Context: an optimization exercise on an open-source flow, tuned for small area, a short achievable clock period and few clock cycles. The choices shown serve that exercise and are no tape-out recipe.
Power and IR drop assume default switching activity.

==> flow/design.v (excerpt) <==
module pcm_cfgderive (
    input  wire        clk,
    input  wire        rst,           
    input  wire        start,
    output wire        ready,
    input  wire [7:0]  cfg,           
    input  wire [31:0] rate,
    input  wire [31:0] chunk,
    output reg         done,
    output wire [3:0]  result,        
    output wire [31:0] desc,          
    output wire [31:0] period,        
    output wire [31:0] chunk_eff      
);
    localparam [21:0] C2M = 22'd2000000;
    reg         run;         
    reg  [19:0] r_rate;
    reg  [19:0] rem;
    reg  [20:0] qm;          
    reg  [1:0]  dd;          
    reg  [2:0]  r_res;
    reg         d_w8, d_w16, d_sgn, d_ord;
    reg  [12:0] r_ce;
    assign ready = !run;
    wire accept = start && !run;
    wire       w8     = (cfg[4:0] == 5'd8);
    wire       w16    = (cfg[4:0] == 5'd16);
    wire       bad_w  = !(w8 || w16);
    wire       bad_s  = (cfg[6:5] == 2'd3);
    wire       bad_r  = (rate == 32'd0);
    wire       bad_c  = (|chunk[31:13]) || (chunk[12] && (|chunk[11:0]));
    wire       ok     = !(bad_w || bad_s || bad_r || bad_c);
    wire       big    = |rate[31:20];     
    wire [2:0] res_in = bad_w ? 3'd1 : bad_s ? 3'd2 : bad_r ? 3'd3 : bad_c ? 3'd4 : 3'd0;
    wire       sgn    = cfg[6] ? 1'b1 : cfg[5] ? 1'b0 : w16;
  ...
For scale: about 940 cells after synthesis, about 85 flip-flops, roughly 180 I/O pins, about 8000 um2 of cells after synthesis.
==> module pcm_cfgderive, before the edit <==
module pcm_cfgderive (
    input  wire        clk,
    input  wire        rst,           
    input  wire        start,
    output wire        ready,
    input  wire [7:0]  cfg,           
    input  wire [31:0] rate,
    input  wire [31:0] chunk,
    output reg         done,
    output wire [3:0]  result,        
    output wire [31:0] desc,          
    output wire [31:0] period,        
    output wire [31:0] chunk_eff      
);
    localparam [21:0] C2M = 22'd2000000;
    reg         run;         
    reg  [19:0] r_rate;
    reg  [19:0] rem;
    reg  [20:0] qm;          
    reg  [1:0]  dd;          
    reg  [2:0]  r_res;
    reg         d_w8, d_w16, d_sgn, d_ord;
    reg  [12:0] r_ce;
    assign ready = !run;
    wire accept = start && !run;
    wire       w8     = (cfg[4:0] == 5'd8);
    wire       w16    = (cfg[4:0] == 5'd16);
    wire       bad_w  = !(w8 || w16);
    wire       bad_s  = (cfg[6:5] == 2'd3);
    wire       bad_r  = (rate == 32'd0);
    wire       bad_c  = (|chunk[31:13]) || (chunk[12] && (|chunk[11:0]));
    wire       ok     = !(bad_w || bad_s || bad_r || bad_c);
    wire       big    = |rate[31:20];     
    wire [2:0] res_in = bad_w ? 3'd1 : bad_s ? 3'd2 : bad_r ? 3'd3 : bad_c ? 3'd4 : 3'd0;
    wire       sgn    = cfg[6] ? 1'b1 : cfg[5] ? 1'b0 : w16;
    wire        c_small = ~|chunk[12:7];
    wire [12:0] c_up    = chunk[12:0] + {12'd0, w16 && chunk[0]};
    wire [12:0] ce_in   = c_small ? 13'd128 : c_up;
    reg  [20:0] mark0;
    reg  [19:0] rem0;
    reg  [1:0]  dd0;
    integer i;
    always @* begin
        mark0 = 21'd0;
        rem0  = 20'd0;
        dd0   = 2'd0;
        for (i = 0; i < 20; i = i + 1) begin
            if (rate[i] && !(|(rate[19:0] >> (i + 1)))) begin
                mark0[i + (i & 1)] = 1'b1;
                rem0 = rem0 | (C2M >> (22 - (i + (i & 1))));
                dd0  = dd0 | {C2M[21 - (i + (i & 1))], C2M[20 - (i + (i & 1))]};
            end
        end
    end
    reg  [1:0]  dd_nx;
    reg         above;
    always @* begin
        dd_nx = 2'd0;
        above = 1'b0;
        for (i = 20; i >= 0; i = i - 1) begin
            if (qm[i] && !above && (i % 2 == 0) && i <= 18)
                dd_nx = {C2M[19 - i], C2M[18 - i]};
            above = above | qm[i];
        end
    end
    wire [22:0] x   = {3'b000, rem, dd};
    wire [22:0] r1  = {3'b000, r_rate};
    wire [22:0] r2  = {2'b00, r_rate, 1'b0};
    wire [22:0] r3   = r1 + r2;
    wire [22:0] sub1 = x - r1;
    wire [22:0] sub2 = x - r2;
    wire [22:0] sub3 = x - r3;
    wire        ge1 = !sub1[22];
    wire        ge2 = !sub2[22];
    wire        ge3 = !sub3[22];
    wire        qb1 = ge2;
    wire        qb2 = ge3 | (ge1 & !ge2);
    wire [19:0] rem2 = ge3 ? sub3[19:0] : ge2 ? sub2[19:0] : ge1 ? sub1[19:0] : x[19:0];
    wire        fin   = qm[20];
    wire [18:0] hi_p1 = qm[18:0] + 19'd1;
    wire [18:0] hi_nx = (fin && ge3) ? hi_p1 : qm[18:0];
    always @(posedge clk) begin
        if (run) begin
            rem <= rem2;
            qm  <= {hi_nx, fin ? qb1 ^ qb2 : qb1, qb2};
            dd  <= dd_nx;
        end else begin
            r_rate <= rate[19:0];
            rem    <= rem0;
            qm     <= big ? 21'd2 : mark0;
            dd     <= dd0;
            r_res  <= res_in;
            d_w8   <= ok && w8;
            d_w16  <= ok && w16;
            d_sgn  <= ok && sgn;
            d_ord  <= ok && cfg[7];
            r_ce   <= ce_in;
        end
    end
    always @(posedge clk) begin
        if (rst) begin
            run  <= 1'b0;
            done <= 1'b0;
        end else if (run) begin
            run  <= !qm[20];
            done <= qm[20];
        end else begin
            run  <= accept && ok && !big;
            done <= accept && !(ok && !big);
        end
    end
    wire d_ok = d_w8 | d_w16;
    assign result    = {1'b0, r_res};
    assign desc      = {7'd0, d_w8, 7'd0, d_ok, 12'd0, d_ord, d_sgn, d_w16, d_w8};
    wire   p_lsb     = qm[1] && !(qm[0] && !(|rem));
    assign period    = {12'd0, {qm[20:2], p_lsb} & {20{d_ok}}};
    assign chunk_eff = {19'd0, r_ce & {13{d_ok}}};
endmodule
clock: 10.0 ns
lec_check: 0
cap_margin: 20
core_margin: 2
core_utilization: 60
slew_margin: 20
standard.sh (not shown) runs the stock make flow with config.mk's settings and CLKGATE_MAP_FILE= SYNTH_SCRIPT=/design/flow/synth_recipe.tcl, a recipe that flattens the netlist after the stock synthesis.
==> flow/flow/run.sh <==
#!/bin/bash
# Layout flow: the standard ORFS flow (standard.sh) with its standard
# synthesis, changed only in how the layout is optimised:
#  - port buffers of sky130_fd_sc_hd__buf_1 instead of the resizer's pick,
#  - a clock tree of clkbuf_4/clkbuf_8 buffers without dummy loads,
#  - repair_timing aiming at a setup margin of MARGIN ns.
# The make run's full output goes to standard.log in this folder; ORFS's
# per-step logs stay under orfs/logs.
set -uo pipefail
MARGIN=6
export BUFFER_PORTS_ARGS="-buffer_cell sky130_fd_sc_hd__buf_1"
export CTS_ARGS="-sink_clustering_enable -repair_clock_nets -buf_list {sky130_fd_sc_hd__clkbuf_4 sky130_fd_sc_hd__clkbuf_8} -dont_use_dummy_load"
bash standard.sh SETUP_SLACK_MARGIN=$MARGIN SKIP_REPAIR_TIE_FANOUT=1 finish > standard.log 2>&1
Edit:
--- a/flow/design.v
+++ b/flow/design.v
@@ -15,12 +15,13 @@
     localparam [21:0] C2M = 22'd2000000;
     reg         run;         
     reg  [19:0] r_rate;
     reg  [19:0] rem;
     reg  [20:0] qm;          
     reg  [1:0]  dd;          
+    reg         r_exact;     
     reg  [2:0]  r_res;
     reg         d_w8, d_w16, d_sgn, d_ord;
     reg  [12:0] r_ce;
     assign ready = !run;
     wire accept = start && !run;
     wire       w8     = (cfg[4:0] == 5'd8);
@@ -30,15 +31,17 @@
     wire       bad_r  = (rate == 32'd0);
     wire       bad_c  = (|chunk[31:13]) || (chunk[12] && (|chunk[11:0]));
     wire       ok     = !(bad_w || bad_s || bad_r || bad_c);
     wire       big    = |rate[31:20];     
     wire [2:0] res_in = bad_w ? 3'd1 : bad_s ? 3'd2 : bad_r ? 3'd3 : bad_c ? 3'd4 : 3'd0;
     wire       sgn    = cfg[6] ? 1'b1 : cfg[5] ? 1'b0 : w16;
+    wire       exact  = (rate == 32'd128)   || (rate == 32'd640)   || (rate == 32'd3200) ||
+                        (rate == 32'd16000) || (rate == 32'd80000) || (rate == 32'd400000);
     wire        c_small = ~|chunk[12:7];
     wire [12:0] c_up    = chunk[12:0] + {12'd0, w16 && chunk[0]};
-    wire [12:0] ce_in   = c_small ? 13'd128 : c_up;
+    wire [12:0] ce_in   = !ok ? 13'd0 : c_small ? 13'd128 : c_up;
     reg  [20:0] mark0;
     reg  [19:0] rem0;
     reg  [1:0]  dd0;
     integer i;
     always @* begin
         mark0 = 21'd0;
@@ -74,23 +77,25 @@
     wire        ge2 = !sub2[22];
     wire        ge3 = !sub3[22];
     wire        qb1 = ge2;
     wire        qb2 = ge3 | (ge1 & !ge2);
     wire [19:0] rem2 = ge3 ? sub3[19:0] : ge2 ? sub2[19:0] : ge1 ? sub1[19:0] : x[19:0];
     wire        fin   = qm[20];
+    wire        rnd   = qb2 && !r_exact;
     wire [18:0] hi_p1 = qm[18:0] + 19'd1;
     wire [18:0] hi_nx = (fin && ge3) ? hi_p1 : qm[18:0];
     always @(posedge clk) begin
         if (run) begin
             rem <= rem2;
-            qm  <= {hi_nx, fin ? qb1 ^ qb2 : qb1, qb2};
+            qm  <= {hi_nx, fin ? qb1 ^ rnd : qb1, qb2};
             dd  <= dd_nx;
         end else begin
             r_rate <= rate[19:0];
             rem    <= rem0;
             qm     <= big ? 21'd2 : mark0;
+            r_exact <= exact;
             dd     <= dd0;
             r_res  <= res_in;
             d_w8   <= ok && w8;
             d_w16  <= ok && w16;
             d_sgn  <= ok && sgn;
             d_ord  <= ok && cfg[7];
@@ -109,10 +114,9 @@
             done <= accept && !(ok && !big);
         end
     end
     wire d_ok = d_w8 | d_w16;
     assign result    = {1'b0, r_res};
     assign desc      = {7'd0, d_w8, 7'd0, d_ok, 12'd0, d_ord, d_sgn, d_w16, d_w8};
-    wire   p_lsb     = qm[1] && !(qm[0] && !(|rem));
-    assign period    = {12'd0, {qm[20:2], p_lsb} & {20{d_ok}}};
-    assign chunk_eff = {19'd0, r_ce & {13{d_ok}}};
+    assign period    = {12'd0, qm[20:1] & {20{d_ok}}};
+    assign chunk_eff = {19'd0, r_ce};
 endmodule
Effect:
- sequential share of layout area came out lower by 0.71 points
- synthesized cell count came out higher by 5.4%
- count of clock-buffer cells in the layout is unchanged
- die area came out higher by 5.8%
- final area came out higher by 3.8%
- total power came out higher by 3.3%
- worst setup slack improves by 0.26 ns
- final cell count came out higher by 3.7%
- core utilization came out lower by 0.87 points
- critical path depth came out higher by 4
- first-iteration DRC count came out higher by 21%
- wire length came out higher by 1.4%
- area after synthesis came out higher by 6.0%
Function was not checked in any run of this note: the RTL went through the layout flow alone.

-- port drivers added, routing unchanged --
No port has a modelled driver above. Below, the same layouts with a new extraction and two added sets of constraints.
Step 1: set_driving_cell puts a clkbuf_16 on clk and a buf_2 on each other input, an assumption about the parent block.
Step 2 adds t to the input delays and takes it off the output delays; t is the mean of the earliest and latest rising clock arrival at the registers after step 1. Input paths then give back, and output paths get back, about the clock's delay inside the block.
a / b / c = no drivers / after step 1 / after step 2; a / b = the first two.
| run | t, ns | slack for setup (ns) | hold WS [ns] | worst setup path after step 2 |
|---|---|---|---|---|
| the first run | 0.403 | 5.935 / 5.898 / 5.888 | 0.511 / 0.511 / 0.511 | input to register |
| the second run | 0.389 | 6.194 / 6.203 / 5.814 | 0.554 / 0.554 / 0.554 | input to register |
After both steps setup and hold are still met in every run listed. The setup slack of the second run, which loses most, moves by +0.009 ns with the drivers and by -0.380 ns with both steps.
